What follows belongs to an exercise in optimizing a design on an open flow for small area, a short achievable clock period and few clock cycles per item; a production flow would make more cautious choices. Where RTL was checked, it was by simulation tests only, not by an equivalence proof against the original.

the previous run:
==> flow/design.v <==
module sm3_compress (
    input  wire         clk,
    input  wire         rst,         
    input  wire         wvalid_i,    
    input  wire [31:0]  wdata_i,
    input  wire         wfinal_i,    
    output wire         wtake_o,     
    output wire         wopen_o,     
    output reg          done_o,      
    output wire [255:0] digest_o     
);
    localparam [255:0] IV = {32'h7380166F, 32'h4914B2B9, 32'h172442D7, 32'hDA8A0600,
                             32'hA96F30BC, 32'h163138AA, 32'hE38DEE4D, 32'hB0FB0E4E};
    localparam [31:0]  T0 = 32'h79CC4519;
    localparam [31:0]  T1 = 32'h7A879D8A;
    localparam [1:0] S_PRE   = 2'd0;     
    localparam [1:0] S_ROUND = 2'd1;
    localparam [1:0] S_FIN   = 2'd2;     
    function [31:0] rotl;
        input [31:0] x;
        input [4:0]  n;
        begin
            rotl = (x << n) | (x >> (6'd32 - {1'b0, n}));
        end
    endfunction
    function [31:0] p0;
        input [31:0] x;
        begin
            p0 = x ^ {x[22:0], x[31:23]} ^ {x[14:0], x[31:15]};
        end
    endfunction
    function [31:0] p1;
        input [31:0] x;
        begin
            p1 = x ^ {x[16:0], x[31:17]} ^ {x[8:0], x[31:9]};
        end
    endfunction
    function [31:0] add32;
        input [31:0] x;
        input [31:0] y;
        reg   [31:0] g, p, gn, pn;
        integer      i, d;
        begin
            g = x & y;
            p = x ^ y;
            for (d = 1; d < 32; d = d * 2) begin
                for (i = 0; i < 32; i = i + 1) begin
                    if (i >= d) begin
                        gn[i] = g[i] | (p[i] & g[i - d]);
                        pn[i] = p[i] & p[i - d];
                    end else begin
                        gn[i] = g[i];
                        pn[i] = p[i];
                    end
                end
                g = gn;
                p = pn;
            end
            add32 = (x ^ y) ^ {g[30:0], 1'b0};
        end
    endfunction
    reg [1:0]   state_q;
    reg [5:0]   round_q;
    reg [2:0]   npre_q;                  
    reg         first_q;                 
    reg         cur_final_q;             
    reg [255:0] v_q;                     
    reg [31:0]  a_q, b_q, c_q, d_q, e_q, f_q, g_q, h_q;
    reg [31:0]  k_q;                     
    reg         early_q;                 
    reg [511:0] w_q;                     
    wire in_round = (state_q == S_ROUND);
    wire in_pre   = (state_q == S_PRE);
    wire in_fin   = (state_q == S_FIN);
    wire need_in  = in_round & (round_q < 6'd11);
    wire opt_in   = (in_round & (round_q == 6'd63)) | in_fin | in_pre;
    wire take     = wvalid_i & (need_in | opt_in);
    wire gen      = in_round & (round_q >= 6'd11) & (round_q < 6'd63);
    wire shift    = take | gen;
    wire go       = in_round & (~need_in | wvalid_i);
    wire start    = in_pre & (npre_q == 3'd4) & wvalid_i;
    assign wtake_o = take;
    assign wopen_o = rst | ~in_round | ~go | (round_q < 6'd10) | (round_q >= 6'd62);
    wire [31:0] w0  = w_q[511:480];
    wire [31:0] w3  = w_q[415:384];
    wire [31:0] w7  = w_q[287:256];
    wire [31:0] w10 = w_q[191:160];
    wire [31:0] w11 = w_q[159:128];      
    wire [31:0] w13 = w_q[95:64];
    wire [31:0] w15 = w_q[31:0];         
    wire [31:0] w_gen = p1(w0 ^ w7 ^ {w13[16:0], w13[31:17]})
                        ^ {w3[24:0], w3[31:25]} ^ w10;
    wire [31:0] w_in  = gen ? w_gen : wdata_i;
    wire        early = early_q;
    wire [31:0] a_r12 = {a_q[19:0], a_q[31:20]};
    wire [31:0] ss_t  = a_r12 + e_q + k_q;
    wire [31:0] ss1   = {ss_t[24:0], ss_t[31:25]};
    wire [31:0] ss2   = ss1 ^ a_r12;
    wire [31:0] ff    = early ? (a_q ^ b_q ^ c_q)
                              : ((a_q & b_q) | (a_q & c_q) | (b_q & c_q));
    wire [31:0] gg    = early ? (e_q ^ f_q ^ g_q)
                              : ((e_q & f_q) | (~e_q & g_q));
    wire [31:0] ffdw  = ff + d_q + (w11 ^ w15);      
    wire [31:0] gghw  = gg + h_q + w11;              
    wire [31:0] tt1   = add32(ffdw, ss2);
    wire [31:0] tt2   = add32(gghw, ss1);
    wire [255:0] v_new = v_q ^ {a_q, b_q, c_q, d_q, e_q, f_q, g_q, h_q};
    assign digest_o = v_q;
    always @(posedge clk) begin
        if (shift)
            w_q <= {w_q[479:0], w_in};
        if (start) begin
            k_q     <= T0;
            early_q <= 1'b1;
        end else if (go) begin
            k_q     <= (round_q == 6'd15) ? rotl(T1, 5'd16) : {k_q[30:0], k_q[31]};
            if (round_q == 6'd15)
                early_q <= 1'b0;
        end
        if (go) begin
            a_q <= tt1;
            b_q <= a_q;
            c_q <= {b_q[22:0], b_q[31:23]};
            d_q <= c_q;
            e_q <= p0(tt2);
            f_q <= e_q;
            g_q <= {f_q[12:0], f_q[31:13]};
            h_q <= g_q;
        end else if (in_pre) begin
            {a_q, b_q, c_q, d_q, e_q, f_q, g_q, h_q} <= v_q;
        end
        if (in_fin)
            v_q <= v_new;
        else if (in_pre & first_q & ~done_o)
            v_q <= IV;
        if (rst) begin
            state_q     <= S_PRE;
            npre_q      <= 3'd0;
            first_q     <= 1'b1;
            cur_final_q <= 1'b0;
            done_o      <= 1'b0;
            round_q     <= 6'd0;
        end else begin
            done_o <= in_fin & cur_final_q;
            case (state_q)
                S_PRE: begin
                    if (start) begin
                        npre_q      <= 3'd0;
                        round_q     <= 6'd0;
                        cur_final_q <= 1'b0;
                        first_q     <= 1'b0;
                        state_q     <= S_ROUND;
                    end else if (take) begin
                        npre_q <= npre_q + 3'd1;
                    end
                end
                S_ROUND: begin
                    if (take & wfinal_i & need_in)
                        cur_final_q <= 1'b1;
                    if (take & ~need_in)
                        npre_q <= npre_q + 3'd1;
                    if (go) begin
                        round_q <= round_q + 6'd1;
                        if (round_q == 6'd63)
                            state_q <= S_FIN;
                    end
                end
                S_FIN: begin
                    if (take)
                        npre_q <= npre_q + 3'd1;
                    first_q <= cur_final_q;
                    state_q <= S_PRE;
                end
                default: state_q <= S_PRE;
            endcase
        end
    end
endmodule
module sm3_stream (
    input  wire         clk,
    input  wire         rst,          
    input  wire         in_valid,
    output reg          in_ready,
    input  wire [31:0]  in_data,      
    input  wire         in_last,
    input  wire [2:0]   in_nbytes,    
    output wire         out_valid,
    output wire [255:0] digest_o
);
    reg         pad_q;        
    reg         need80_q;     
    reg         lenblk_q;     
    reg [3:0]   slot_q;       
    reg [58:0]  words_q;      
    reg [1:0]   resid_q;      
    reg         clr_q;        
    wire        core_take;
    wire        core_open;
    wire [63:0] len_bits = {words_q, resid_q, 3'b000};
    wire        words_inc;      
    wire        nb4 = in_nbytes[2];     
    assign      words_inc = ~in_last | nb4;
    reg  [31:0] last_word;
    always @(*) begin
        case (in_nbytes[1:0])
            2'd0: last_word = 32'h80000000;
            2'd1: last_word = {in_data[31:24], 24'h800000};
            2'd2: last_word = {in_data[31:16], 16'h8000};
            default: last_word = {in_data[31:8], 8'h80};
        endcase
        if (nb4)
            last_word = in_data;
    end
    wire [31:0] pad_word = need80_q ? 32'h80000000 :
                           (lenblk_q & (slot_q == 4'd14)) ? len_bits[63:32] :
                           (lenblk_q & (slot_q == 4'd15)) ? len_bits[31:0] : 32'd0;
    wire        f_valid = pad_q | in_valid;
    wire [31:0] f_data  = pad_q ? pad_word : (in_last ? last_word : in_data);
    wire        f_final = pad_q & lenblk_q & (slot_q == 4'd15);
    wire        pad_n      = core_take ? (pad_q ? ~f_final : in_last) : pad_q;
    sm3_compress u_cf (
        .clk      (clk),
        .rst      (rst),
        .wvalid_i (f_valid),
        .wdata_i  (f_data),
        .wfinal_i (f_final),
        .wtake_o  (core_take),
        .wopen_o  (core_open),
        .done_o   (out_valid),
        .digest_o (digest_o)
    );
    always @(posedge clk) begin
        in_ready <= rst | (~pad_n & core_open);
        if (rst) begin
            pad_q      <= 1'b0;
            need80_q   <= 1'b0;
            lenblk_q   <= 1'b0;
            slot_q     <= 4'd0;
            clr_q      <= 1'b1;
        end else begin
            if (core_take) begin
                slot_q <= slot_q + 4'd1;
                if (!pad_q) begin
                    if (clr_q | words_inc)
                        words_q <= clr_q ? {58'd0, words_inc} : words_q + 59'd1;
                    clr_q   <= 1'b0;
                    if (in_last) begin
                        pad_q    <= 1'b1;
                        need80_q <= nb4;
                        resid_q  <= nb4 ? 2'd0 : in_nbytes[1:0];
                    end
                end else begin
                    need80_q <= 1'b0;
                    if (f_final) begin
                        pad_q <= 1'b0;
                        clr_q <= 1'b1;
                    end
                end
                if (slot_q == 4'd15)
                    lenblk_q <= pad_q ? ~lenblk_q : (in_last & ~nb4);
                else if (pad_q ? need80_q : (in_last & ~nb4))
                    lenblk_q <= (slot_q < 4'd14);
            end
        end
    end
endmodule
Settings: LEC_CHECK=0, CAP_MARGIN=20, CORE_MARGIN=2, CORE_UTILIZATION=40, PLACE_DENSITY=0.6, SLEW_MARGIN=20; clock period 20.0 ns.
standard.sh (not shown) runs the stock make flow with config.mk's settings and CLKGATE_MAP_FILE= SYNTH_SCRIPT=/design/flow/synth_recipe.tcl, a recipe that flattens the netlist after the stock synthesis.
==> flow/flow/run.sh <==
#!/bin/bash
# Layout flow: the standard ORFS flow, with four changes.
#  1. Synthesis is ORFS's synthesis script (as synth_recipe.tcl runs it) except
#     that ABC maps the logic with the delay-oriented script flow/abc_delay.script
#     and adders are left to ABC (no full-adder cell mapping, ADDER_MAP_FILE empty).
#     Registers are mapped before ABC, so they are the standard synthesis's.
#  2. The timing repair passes aim for extra setup slack (SETUP_SLACK_MARGIN),
#     working on the worst 5% of the endpoints below it (TNS_END_PERCENT).
#  3. The port buffers are buf_2 cells instead of the default (a delay cell).
#  4. Clock tree synthesis adds no dummy loads and clusters up to 22 sinks per leaf buffer.
# The clock, constraints and every other step are the standard flow's.
set -euo pipefail
W=$(pwd)
SCR=${FLOW_HOME:-/OpenROAD-flow-scripts/flow}/scripts
sed "s#log_cmd abc {\*}\$abc_args#log_cmd abc {*}[lreplace \$abc_args 1 1 $W/flow/abc_delay.script]#" \
    "$SCR/synth.tcl" > "$W/synth_delay.tcl"
grep -q "abc_delay.script" "$W/synth_delay.tcl"
sed "s#\$::env(SCRIPTS_DIR)/synth.tcl#$W/synth_delay.tcl#" "$W/synth_recipe.tcl" > "$W/synth_recipe_delay.tcl"
grep -q "synth_delay.tcl" "$W/synth_recipe_delay.tcl"
bash standard.sh synth SYNTH_SCRIPT="$W/synth_recipe_delay.tcl" ADDER_MAP_FILE= > synth_make.log 2>&1
bash standard.sh finish SETUP_SLACK_MARGIN=14.5 TNS_END_PERCENT=0 \
    "BUFFER_PORTS_ARGS=-buffer_cell sky130_fd_sc_hd__buf_2" \
    "CTS_ARGS=-sink_clustering_enable -repair_clock_nets -dont_use_dummy_load -sink_clustering_size 22 -sink_clustering_max_diameter 100" \
    > layout_make.log 2>&1
==> flow/flow/abc_delay.script <==
strash
dch
map -D 3500
buffer -c
topo
stime -c
upsize -c
dnsize -c
Testbench counts of the previous run, summed over its fixed seeds: cycles 58,300, bytes 42,033.
--- input diff the previous run..the current run ---
--- a/flow/design.v
+++ b/flow/design.v
@@ -67,5 +67,4 @@
     reg [255:0] v_q;                     
     reg [31:0]  a_q, b_q, c_q, d_q, e_q, f_q, g_q, h_q;
-    reg [31:0]  k_q;                     
     reg         early_q;                 
     reg [511:0] w_q;                     
@@ -94,5 +93,6 @@
     wire        early = early_q;
     wire [31:0] a_r12 = {a_q[19:0], a_q[31:20]};
-    wire [31:0] ss_t  = a_r12 + e_q + k_q;
+    wire [31:0] k_j   = rotl(early ? T0 : T1, round_q[4:0]);    
+    wire [31:0] ss_t  = a_r12 + e_q + k_j;
     wire [31:0] ss1   = {ss_t[24:0], ss_t[31:25]};
     wire [31:0] ss2   = ss1 ^ a_r12;
@@ -110,12 +110,8 @@
         if (shift)
             w_q <= {w_q[479:0], w_in};
-        if (start) begin
-            k_q     <= T0;
+        if (start)
             early_q <= 1'b1;
-        end else if (go) begin
-            k_q     <= (round_q == 6'd15) ? rotl(T1, 5'd16) : {k_q[30:0], k_q[31]};
-            if (round_q == 6'd15)
-                early_q <= 1'b0;
-        end
+        else if (go & (round_q == 6'd15))
+            early_q <= 1'b0;
         if (go) begin
             a_q <= tt1;
Findings:
- Max data arrival time of the critical path across the previous run and the current run: the current run
- Taking the previous run as the reference, in the current run highest attainable clock frequency shows a reduction of 9.7 MHz; total cell area at the placement stage shows an increase of about 5%; number of search-and-repair iterations in the first detailed-routing pass shows an increase of 2; number of combinational gates with multiple inputs shows an increase of 765.
- The previous run has a lower final area than the current run.
- Delta (the current run minus the previous run): via count of the first global-routing pass increased 18%; floorplan die width now larger; register area dropped about 1.9%; global-route usage picked up an extra 4.5 points.
- The lower global placer's final weighted congestion of the previous run and the current run is in the previous run.
- Of the two values seen for critical path startpoint, in_nbytes[2] was produced by the previous run and u_cf.early_q$_SDFFE_PP1P_ by the current run.
- The previous run has a lower mean number of vias per cell than the current run.
The RTL of the current run was laid out without a check of its function.

[port drivers added, routing unchanged]
The results above use ideal ports. As a check the final layouts listed here were re-extracted and re-timed, cells and wires unchanged. Step 1, drivers: a clkbuf_16 drives clk and a buf_2 each remaining input, both assumed. Step 2 adds t to the input delays and takes it off the output delays; t is the mean of the earliest and latest rising clock arrival at the registers after step 1. Input paths then give back, and output paths get back, about the clock's delay inside the block. Three values: ideal, step 1, step 2; two values: the first two.
run	t (ns)	slack for setup (ns)	latest minus earliest clock arrival (ns)	pins driven straight from the clock port
the previous run	0.792	14.433 / 14.389 / 13.699	0.130 / 0.131	1
the current run	0.754	14.116 / 14.116 / 13.483	0.117 / 0.117	1
After both steps setup and hold are still met in every run listed. The setup slack of the previous run, which loses most, moves by -0.044 ns with the drivers and by -0.734 ns with both steps.
